Context: an optimization exercise on an open-source flow, tuned for small area. The choices shown serve that exercise and are no tape-out recipe. In this exercise RTL edits were held to simulation tests only and were not proved equivalent to the original.

==> 10-23 <==
==> flow/design.v <==
module pm_irblock (
    input  wire        clk,
    input  wire        rst,           
    input  wire        op_valid,
    input  wire [63:0] op_word,
    output reg         ev_frame,
    output wire [7:0]  frame_addr,
    output wire [7:0]  frame_cmd,
    output wire [7:0]  frame_flags,
    output reg         ev_adc_soc,
    output reg         ev_read,
    output reg  [31:0] read_data,
    output wire        sensor_pwr,
    output wire        cha_active,
    output wire        chb_active,
    output wire        adc_enable,
    output wire        rx_ready,
    output wire        twk_ready
);
    localparam [2:0] S0 = 3'd0, S1 = 3'd1, S2 = 3'd2, S3 = 3'd3, S4 = 3'd4,
                     S2R = 3'd6, S3F = 3'd7;
    reg [2:0]  ist;
    reg [4:0]  bc;           
    reg [31:0] data;
    reg [31:0] last_ts;
    reg [31:0] rx_data;
    reg        rx_flag;
    reg        rx_pending;
    reg [1:0]  mode_cur;
    reg [1:0]  mode_prev;
    reg [15:0] tcnt;
    reg [15:0] ocra;
    reg [15:0] ocrb;
    reg        cha_en;
    reg        chb_en;       
    reg        twk_adv;
    reg [7:0]  bright0;
    reg [7:0]  bright1;
    reg [7:0]  saved0;
    reg [7:0]  saved1;
    reg [4:0]  sq;
    reg [2:0]  err_cause;    
    reg [7:0]  err_opc;
    reg [3:0]  ra;           
    wire [7:0] opc = op_word[63:56];
    wire z_55_33 = ~|op_word[55:33];
    wire z_32_9  = ~|op_word[32:9];
    wire z_8     = ~op_word[8];
    wire z_7_2   = ~|op_word[7:2];
    wire z_1_0   = ~|op_word[1:0];
    wire o_ir  = (opc == 8'h01);
    wire o_tt  = (opc == 8'h02);
    wire o_se  = (opc == 8'h03);
    wire o_ovf = (opc == 8'h04);
    wire o_mw  = (opc == 8'h05);
    wire o_rc  = (opc == 8'h06);
    wire o_fc  = (opc == 8'h07);
    wire o_bw  = (opc == 8'h08);
    wire o_rr  = (opc == 8'h09);
    wire bad_opc = (opc > 8'h09);
    wire res_ok  = z_55_33 & (o_ir | (z_32_9 & (o_bw | (z_8 & (o_rr |
                   (z_7_2 & (o_mw | o_fc | z_1_0)))))));
    wire bad_mode = o_mw & (op_word[1:0] == 2'd3);
    wire bad_br   = o_bw & (op_word[7:0] > 8'd250);
    wire bad_ra   = o_rr & ((op_word[1:0] != 2'd0) | (op_word[7:0] > 8'h38));
    reg [2:0] cause;
    always @(*) begin
        if (bad_opc)      cause = 3'd1;
        else if (!res_ok) cause = 3'd2;
        else if (bad_mode) cause = 3'd6;
        else if (bad_br)  cause = 3'd4;
        else if (bad_ra)  cause = 3'd3;
        else              cause = 3'd0;
    end
    wire illegal = (cause != 3'd0);
    wire legal   = op_valid & ~illegal;
    wire        lvl = op_word[32];
    wire [31:0] dt  = op_word[31:0] - last_ts;
    wire win_hm = (dt >= 32'd6750) && (dt <= 32'd11250);
    wire win_hs = (dt >= 32'd3375) && (dt <= 32'd5625);
    wire win_rs = (dt >= 32'd1687) && (dt <= 32'd2812);
    wire win_u  = (dt >= 32'd280)  && (dt <= 32'd840);
    wire win_ds = (dt >= 32'd280)  && (dt <= 32'd2520);
    wire is_one = (dt > 32'd1120);
    wire resync_f = ~lvl & (dt > 32'd18000);
    wire mark_ok  = lvl & win_u;
    wire space_ok = ~lvl & win_ds;
    reg [2:0] ist_n;
    reg       adv_bit;     
    reg       acc_frame;
    reg       acc_rep;
    always @(*) begin
        ist_n     = S0;
        adv_bit   = 1'b0;
        acc_frame = 1'b0;
        acc_rep   = 1'b0;
        if (!resync_f) begin
            case (ist)
                S0:  ist_n = (lvl & win_hm) ? S1 : S0;
                S1:  ist_n = (~lvl & win_hs) ? S2 : (~lvl & win_rs) ? S2R : S0;
                S2:  ist_n = mark_ok ? S4 : S0;
                S2R: acc_rep = mark_ok;
                S3:  ist_n = mark_ok ? S4 : S0;
                S3F: acc_frame = mark_ok;
                S4:  begin
                         adv_bit = space_ok;
                         ist_n = space_ok ? ((&bc) ? S3F : S3) : S0;
                     end
                default: ist_n = S0;
            endcase
        end
    end
    wire [31:0] bsel = 32'd1 << bc;
    wire [15:0] tcnt_inc = tcnt + 16'd1;
    wire match_a = cha_en & (tcnt_inc[6:0] == ocra[6:0]);
    wire match_b = chb_en & (tcnt_inc[5:0] == ocrb[5:0]);
    wire [16:0] sum_a = {tcnt, 1'b1} + {16'd100, o_tt};
    wire [16:0] sum_b = {tcnt, 1'b1} + {16'd40,  o_tt};
    wire p_tw = (mode_prev == 2'd1);
    wire c_tw = (mode_cur  == 2'd1);
    wire p_mu = (mode_prev == 2'd2);
    wire c_mu = (mode_cur  == 2'd2);
    wire rc_disarm_a  = p_tw & ~c_tw;
    wire rc_arm_a     = c_tw & ~p_tw & ~cha_en;
    wire rc_exit_mus  = p_mu & ~c_mu & chb_en;
    wire rc_enter_mus = c_mu & ~p_mu & ~chb_en;
    wire sq_armed = (sq < 5'd25);
    always @(posedge clk) begin
        ra <= op_word[5:2];
        if (rst) begin
            ist        <= S0;
            bc         <= 5'd0;
            data       <= 32'd0;
            last_ts    <= 32'd0;
            rx_data    <= 32'd0;
            rx_flag    <= 1'b0;
            rx_pending <= 1'b0;
            mode_cur   <= 2'd3;
            mode_prev  <= 2'd3;
            tcnt       <= 16'd0;
            ocra       <= 16'd0;
            ocrb       <= 16'd0;
            cha_en     <= 1'b0;
            chb_en     <= 1'b0;
            twk_adv    <= 1'b0;
            bright0    <= 8'd20;
            bright1    <= 8'd10;
            saved0     <= 8'd0;
            saved1     <= 8'd0;
            sq         <= 5'd31;
            err_cause  <= 3'd0;
            err_opc    <= 8'd0;
            ev_frame   <= 1'b0;
            ev_adc_soc <= 1'b0;
            ev_read    <= 1'b0;
        end else begin
            ev_frame   <= legal & o_ir & (acc_frame | acc_rep);
            ev_adc_soc <= legal & o_tt & match_b;
            ev_read    <= legal & o_rr;
            if (op_valid && illegal && err_cause == 3'd0) begin
                err_cause <= cause;
                err_opc   <= opc;
            end
            if (legal && o_ir) begin
                last_ts <= op_word[31:0];
                ist     <= ist_n;
                if (ist_n == S0) begin
                    bc   <= 5'd0;
                    data <= 32'd0;
                end else if (adv_bit) begin
                    bc <= bc + 5'd1;
                    if (is_one)
                        data <= data | bsel;
                end
                if (acc_frame) begin
                    rx_data    <= data;
                    rx_flag    <= 1'b0;
                    rx_pending <= 1'b1;
                end
                if (acc_rep) begin
                    rx_flag    <= 1'b1;
                    rx_pending <= 1'b1;
                end
            end
            if (legal && o_tt) begin
                tcnt <= tcnt_inc;
                if (match_a) begin
                    twk_adv <= 1'b1;
                    ocra    <= sum_a[16:1];
                end
                if (match_b)
                    ocrb <= sum_b[16:1];
            end
            if (legal && o_se)
                sq <= 5'd0;
            if (legal && o_ovf && sq_armed)
                sq <= sq + 5'd1;
            if (legal && o_mw) begin
                mode_prev <= mode_cur;
                mode_cur  <= op_word[1:0];
            end
            if (legal && o_rc) begin
                if (rc_disarm_a)
                    cha_en <= 1'b0;
                if (rc_arm_a) begin
                    ocra   <= sum_a[16:1];
                    cha_en <= 1'b1;
                end
                if (rc_exit_mus) begin
                    bright0 <= saved0;
                    bright1 <= saved1;
                    chb_en  <= 1'b0;
                end
                if (rc_enter_mus) begin
                    saved0 <= bright0;
                    saved1 <= bright1;
                    ocrb   <= sum_b[16:1];
                    chb_en <= 1'b1;
                end
            end
            if (legal && o_fc) begin
                if (op_word[0]) rx_pending <= 1'b0;
                if (op_word[1]) twk_adv    <= 1'b0;
            end
            if (legal && o_bw) begin
                if (op_word[8]) bright1 <= op_word[7:0];
                else            bright0 <= op_word[7:0];
            end
        end
    end
    wire [2:0] dstate_r = {ist[2] & ~ist[1], ist[1], ist[0]};
    wire       wflag_r  = (ist == S2R);
    wire       bc32     = (ist == S3F);
    wire       sens_init = (sq == 5'd31);
    always @(*) begin
        case (ra)
            4'h0: read_data = {8'd0, 7'd0, wflag_r, 2'd0, bc32, bc, 5'd0, dstate_r};
            4'h1: read_data = data;
            4'h2: read_data = bc32 ? 32'd0 : bsel;
            4'h3: read_data = last_ts;
            4'h4: read_data = rx_data;
            4'h5: read_data = {16'd0, 7'd0, rx_flag, 7'd0, rx_pending};
            4'h6: read_data = {26'd0, mode_prev, 2'd0, mode_cur};
            4'h7: read_data = {16'd0, tcnt};
            4'h8: read_data = {16'd0, ocra};
            4'h9: read_data = {16'd0, ocrb};
            4'hA: read_data = {23'd0, twk_adv, 5'd0, chb_en, chb_en, cha_en};
            4'hB: read_data = {saved1, saved0, bright1, bright0};
            4'hC: read_data = {14'd0, sq_armed, ~sens_init, 11'd0, sens_init ? 5'd0 : sq};
            4'hD: read_data = {16'd0, err_opc, 1'b0, err_cause, 3'd0, err_cause != 3'd0};
            4'hE: read_data = 32'h00002001;
            default: read_data = 32'd0;
        endcase
    end
    assign frame_addr  = rx_data[7:0];
    assign frame_cmd   = rx_data[23:16];
    assign frame_flags = {7'd0, rx_flag};
    assign sensor_pwr = ~sens_init;
    assign cha_active = cha_en;
    assign chb_active = chb_en;
    assign adc_enable = chb_en;
    assign rx_ready   = rx_pending;
    assign twk_ready  = twk_adv;
endmodule
==> flow/run.sh <==
#!/bin/bash
# synth_recipe.tcl (not shown) runs the flow's synth.tcl, then flattens the netlist and writes it again
# the make line also repeats each setting of config.mk as NAME=value (left out here)
make -C /OpenROAD-flow-scripts/flow DESIGN_CONFIG=/design/flow/config.mk WORK_HOME=/design/flow/orfs CLKGATE_MAP_FILE= SYNTH_SCRIPT=/design/flow/synth_recipe.tcl finish
==> flow/config.mk <==
export PLATFORM = sky130hd
export DESIGN_NAME = pm_irblock
export DESIGN_NICKNAME = pm_irblock
export VERILOG_FILES = /design/flow/design.v
export SDC_FILE = /design/flow/constraint.sdc
export NUM_CORES = 4
export LEC_CHECK = 0
export CAP_MARGIN = 20
export CORE_MARGIN = 2
export CORE_UTILIZATION = 40
export SLEW_MARGIN = 20
==> flow/constraint.sdc <==
create_clock -name core_clock -period 10.0 [get_ports {clk}]
set_input_delay 2.0000 -clock core_clock [delete_from_list [all_inputs] [get_ports {clk}]]
set_output_delay 2.0000 -clock core_clock [all_outputs]
set_load 0.01 [all_outputs]
==> 03-18: changes against 10-23 <==
--- a/flow/design.v
+++ b/flow/design.v
@@ -43,4 +43,76 @@
     reg [7:0]  err_opc;
     reg [3:0]  ra;           
+    function automatic ge15(input [14:0] x, input [14:0] k);
+        integer i;
+        reg r;
+        begin
+            r = 1'b1;
+            for (i = 0; i < 15; i = i + 1)
+                r = (x[i] & ~k[i]) | (~(x[i] ^ k[i]) & r);
+            ge15 = r;
+        end
+    endfunction
+    function automatic gt8(input [7:0] x, input [7:0] k);
+        integer i;
+        reg r;
+        begin
+            r = 1'b0;
+            for (i = 0; i < 8; i = i + 1)
+                r = (x[i] & ~k[i]) | (~(x[i] ^ k[i]) & r);
+            gt8 = r;
+        end
+    endfunction
+    function automatic [31:0] sub32(input [31:0] a, input [31:0] b);
+        integer i;
+        reg br;
+        reg [31:0] d;
+        begin
+            br = 1'b0;
+            for (i = 0; i < 32; i = i + 1) begin
+                d[i] = a[i] ^ b[i] ^ br;
+                br   = (~a[i] & b[i]) | (~(a[i] ^ b[i]) & br);
+            end
+            sub32 = d;
+        end
+    endfunction
+    function automatic [15:0] inc16(input [15:0] x);
+        integer i;
+        reg c;
+        reg [15:0] y;
+        begin
+            c = 1'b1;
+            for (i = 0; i < 16; i = i + 1) begin
+                y[i] = x[i] ^ c;
+                c    = x[i] & c;
+            end
+            inc16 = y;
+        end
+    endfunction
+    function automatic [4:0] inc5(input [4:0] x);
+        integer i;
+        reg c;
+        reg [4:0] y;
+        begin
+            c = 1'b1;
+            for (i = 0; i < 5; i = i + 1) begin
+                y[i] = x[i] ^ c;
+                c    = x[i] & c;
+            end
+            inc5 = y;
+        end
+    endfunction
+    function automatic [15:0] addk16(input [15:0] x, input [15:0] k, input ci);
+        integer i;
+        reg c;
+        reg [15:0] y;
+        begin
+            c = ci;
+            for (i = 0; i < 16; i = i + 1) begin
+                y[i] = x[i] ^ k[i] ^ c;
+                c    = (x[i] & k[i]) | ((x[i] ^ k[i]) & c);
+            end
+            addk16 = y;
+        end
+    endfunction
     wire [7:0] opc = op_word[63:56];
     wire z_55_33 = ~|op_word[55:33];
@@ -58,10 +130,10 @@
     wire o_bw  = (opc == 8'h08);
     wire o_rr  = (opc == 8'h09);
-    wire bad_opc = (opc > 8'h09);
+    wire bad_opc = gt8(opc, 8'h09);
     wire res_ok  = z_55_33 & (o_ir | (z_32_9 & (o_bw | (z_8 & (o_rr |
                    (z_7_2 & (o_mw | o_fc | z_1_0)))))));
     wire bad_mode = o_mw & (op_word[1:0] == 2'd3);
-    wire bad_br   = o_bw & (op_word[7:0] > 8'd250);
-    wire bad_ra   = o_rr & ((op_word[1:0] != 2'd0) | (op_word[7:0] > 8'h38));
+    wire bad_br   = o_bw & gt8(op_word[7:0], 8'd250);
+    wire bad_ra   = o_rr & ((op_word[1:0] != 2'd0) | gt8(op_word[7:0], 8'h38));
     reg [2:0] cause;
     always @(*) begin
@@ -76,12 +148,14 @@
     wire legal   = op_valid & ~illegal;
     wire        lvl = op_word[32];
-    wire [31:0] dt  = op_word[31:0] - last_ts;
-    wire win_hm = (dt >= 32'd6750) && (dt <= 32'd11250);
-    wire win_hs = (dt >= 32'd3375) && (dt <= 32'd5625);
-    wire win_rs = (dt >= 32'd1687) && (dt <= 32'd2812);
-    wire win_u  = (dt >= 32'd280)  && (dt <= 32'd840);
-    wire win_ds = (dt >= 32'd280)  && (dt <= 32'd2520);
-    wire is_one = (dt > 32'd1120);
-    wire resync_f = ~lvl & (dt > 32'd18000);
+    wire [31:0] dt  = sub32(op_word[31:0], last_ts);
+    wire [14:0] d15 = dt[14:0];
+    wire        dsm = ~|dt[31:15];      
+    wire win_hm = dsm & ge15(d15, 15'd6750) & ~ge15(d15, 15'd11251);
+    wire win_hs = dsm & ge15(d15, 15'd3375) & ~ge15(d15, 15'd5626);
+    wire win_rs = dsm & ge15(d15, 15'd1687) & ~ge15(d15, 15'd2813);
+    wire win_u  = dsm & ge15(d15, 15'd280)  & ~ge15(d15, 15'd841);
+    wire win_ds = dsm & ge15(d15, 15'd280)  & ~ge15(d15, 15'd2521);
+    wire is_one = ge15(d15, 15'd1121);      
+    wire resync_f = ~lvl & (~dsm | ge15(d15, 15'd18001));
     wire mark_ok  = lvl & win_u;
     wire space_ok = ~lvl & win_ds;
@@ -112,9 +186,9 @@
     end
     wire [31:0] bsel = 32'd1 << bc;
-    wire [15:0] tcnt_inc = tcnt + 16'd1;
+    wire [15:0] tcnt_inc = inc16(tcnt);
     wire match_a = cha_en & (tcnt_inc[6:0] == ocra[6:0]);
     wire match_b = chb_en & (tcnt_inc[5:0] == ocrb[5:0]);
-    wire [16:0] sum_a = {tcnt, 1'b1} + {16'd100, o_tt};
-    wire [16:0] sum_b = {tcnt, 1'b1} + {16'd40,  o_tt};
+    wire [15:0] sum_a = addk16(tcnt, 16'd100, o_tt);
+    wire [15:0] sum_b = addk16(tcnt, 16'd40,  o_tt);
     wire p_tw = (mode_prev == 2'd1);
     wire c_tw = (mode_cur  == 2'd1);
@@ -125,5 +199,5 @@
     wire rc_exit_mus  = p_mu & ~c_mu & chb_en;
     wire rc_enter_mus = c_mu & ~p_mu & ~chb_en;
-    wire sq_armed = (sq < 5'd25);
+    wire sq_armed = ~(sq[4] & sq[3] & (sq[2] | sq[1] | sq[0]));   
     always @(posedge clk) begin
         ra <= op_word[5:2];
@@ -169,5 +243,5 @@
                     data <= 32'd0;
                 end else if (adv_bit) begin
-                    bc <= bc + 5'd1;
+                    bc <= inc5(bc);
                     if (is_one)
                         data <= data | bsel;
@@ -187,13 +261,13 @@
                 if (match_a) begin
                     twk_adv <= 1'b1;
-                    ocra    <= sum_a[16:1];
+                    ocra    <= sum_a;
                 end
                 if (match_b)
-                    ocrb <= sum_b[16:1];
+                    ocrb <= sum_b;
             end
             if (legal && o_se)
                 sq <= 5'd0;
             if (legal && o_ovf && sq_armed)
-                sq <= sq + 5'd1;
+                sq <= inc5(sq);
             if (legal && o_mw) begin
                 mode_prev <= mode_cur;
@@ -204,5 +278,5 @@
                     cha_en <= 1'b0;
                 if (rc_arm_a) begin
-                    ocra   <= sum_a[16:1];
+                    ocra   <= sum_a;
                     cha_en <= 1'b1;
                 end
@@ -215,5 +289,5 @@
                     saved0 <= bright0;
                     saved1 <= bright1;
-                    ocrb   <= sum_b[16:1];
+                    ocrb   <= sum_b;
                     chb_en <= 1'b1;
                 end
==> flow/flow/run.sh (new file) <==
#!/bin/bash
# Own layout flow: the standard synthesis, then an area re-mapping of
# the logic between the (unchanged) registers, then the standard
# layout with small port buffers and a clock tree of small buffers.
set -euo pipefail
W=$(pwd)
R=$W/orfs/results/$FLOW_PLATFORM/pm_irblock/base
LIB=$FLOW_HOME/platforms/$FLOW_PLATFORM/lib/sky130_fd_sc_hd__tt_025C_1v80.lib

bash standard.sh synth > $W/synth.log 2>&1

cp $R/1_2_yosys.v $W/standard_synth.v
LIB=$LIB IN=$W/standard_synth.v OUT=$W/remapped.v SCRIPT=$W/flow/remap.abc TOP=$FLOW_TOP \
  ${YOSYS_EXE:-yosys} -c $W/flow/remap.tcl > $W/remap.log 2>&1
cp $W/remapped.v $R/1_2_yosys.v
rm -f $R/1_synth.odb $R/1_synth.sdc

export BUFFER_PORTS_ARGS="-buffer_cell sky130_fd_sc_hd__buf_1"
export CTS_ARGS="-sink_clustering_enable -repair_clock_nets -dont_use_dummy_load -buf_list sky130_fd_sc_hd__clkbuf_4"
bash standard.sh > $W/layout.log 2>&1
==> flow/flow/remap.abc (new file) <==
strash
balance -l; resub -K 6 -l; rewrite -l; resub -K 6 -N 2 -l; refactor -l; resub -K 8 -l; balance -l; resub -K 8 -N 2 -l; rewrite -l; resub -K 10 -l; rewrite -z -l; resub -K 10 -N 2 -l; balance -l; resub -K 12 -l; refactor -z -l; resub -K 12 -N 2 -l; rewrite -z -l; balance -l
balance -l; resub -K 6 -l; rewrite -l; resub -K 6 -N 2 -l; refactor -l; resub -K 8 -l; balance -l; resub -K 8 -N 2 -l; rewrite -l; resub -K 10 -l; rewrite -z -l; resub -K 10 -N 2 -l; balance -l; resub -K 12 -l; refactor -z -l; resub -K 12 -N 2 -l; rewrite -z -l; balance -l
&get -n
&deepsyn -T 120
&put
balance -l; resub -K 6 -l; rewrite -l; resub -K 6 -N 2 -l; refactor -l; resub -K 8 -l; balance -l; resub -K 8 -N 2 -l; rewrite -l; resub -K 10 -l; rewrite -z -l; resub -K 10 -N 2 -l; balance -l; resub -K 12 -l; refactor -z -l; resub -K 12 -N 2 -l; rewrite -z -l; balance -l
dch -f
amap
==> flow/flow/remap.tcl (new file) <==
# Re-map the combinational logic of the standard synthesis netlist for
# area. The flip-flop instances (and the nets they drive) are kept as they
# are; only the logic between them is re-optimised with ABC.
# env: LIB (liberty), IN (netlist), OUT (netlist), SCRIPT (ABC script)
yosys -import
set lib $::env(LIB)
read_liberty -overwrite -ignore_miss_func -setattr liberty_cell $lib
foreach m {sky130_fd_sc_hd__dfxtp_1 sky130_fd_sc_hd__dfxtp_2 sky130_fd_sc_hd__dfxtp_4} {
  catch {setattr -mod -set keep_hierarchy 1 $m}
}
read_verilog -overwrite $::env(IN)
hierarchy -top $::env(TOP)
flatten
yosys rename -hide w:*.*
opt_clean -purge
opt -purge
abc -liberty $lib -script $::env(SCRIPT) -dont_use *probe* -dont_use *lpflow* -dont_use *clkbuf* -dont_use *clkdly* -dont_use *clkinv*
opt_clean -purge
hilomap -singleton -hicell sky130_fd_sc_hd__conb_1 HI -locell sky130_fd_sc_hd__conb_1 LO
splitnets
opt_clean -purge
insbuf -buf sky130_fd_sc_hd__buf_1 A X
select -module $::env(TOP)
tee -o $::env(OUT).stat stat -liberty $lib
select -clear
write_verilog -noattr -nohex -nodec -selected $::env(OUT)
==> flow/standard.sh (new file) <==
#!/bin/bash
# synth_recipe.tcl (not shown) runs the flow's synth.tcl, then flattens the netlist and writes it again
# the make line also repeats each setting of config.mk as NAME=value (left out here)
make -C /OpenROAD-flow-scripts/flow DESIGN_CONFIG=/design/flow/config.mk WORK_HOME=/design/flow/orfs CLKGATE_MAP_FILE= SYNTH_SCRIPT=/design/flow/synth_recipe.tcl "${@:-finish}"
removed: flow/run.sh
==> flow_summary.toml <==
[setup_path]
critPathBufInv = 2

[layout]
seq_cell_count = 216
fin_cells = 2268
dominant-cell-class = "multi-input gates"
final_common_cell = "dfxtp_1"

[synthesis]
yosys.area_share.simple = 0.218
synth_compound_area_frac = 0.229
syn_inst = 1764

[clocking]
cts_setup_buffers = 0
cts_tree = "done"

[outcome]
status = "no timing/DRC/antenna violations"

[route]
postRouteWirelength_mm = 53.0

[timing]
finalCritPeriodShare = 0.652
That was 10-23.
==> flow_summary.toml <==
[outcome]
status = "did not finish"
stop_stage = "netlist read-in after synthesis (1_synth)"
firstError = "[ERROR STA-0171] /design/flow/orfs/results/sky130hd/pm_irblock/base/1_2_yosys.v line 9176, syntax error"

[synthesis]
yosys_warnings = 1
That was 03-18.

## separate check: timing with driven ports
Ports are ideal in the flow. The routed layout listed here was re-timed in OpenROAD.
Step 1 sets driving cells, clkbuf_16 on the clock port and buf_2 on the other inputs (assumed; they add their load-dependent delay and slew).
Step 2 times the ports against the registers' clock, not the clock port: input delays grow and output delays shrink by t, the midpoint of the rising clock arrivals with the driver on.
Slacks: ideal / step 1 / step 2; pairs: ideal / step 1.
run: 10-23
t, ns: 0.581
slack for setup (ns): 3.478 / 3.504 / 2.924
worst setup path at the end: input to register
pins driven straight from the clock port: 1
After both steps 10-23 still meets setup and hold. For 10-23, drivers alone change the setup slack by +0.026 ns; drivers and shift together by -0.554 ns.
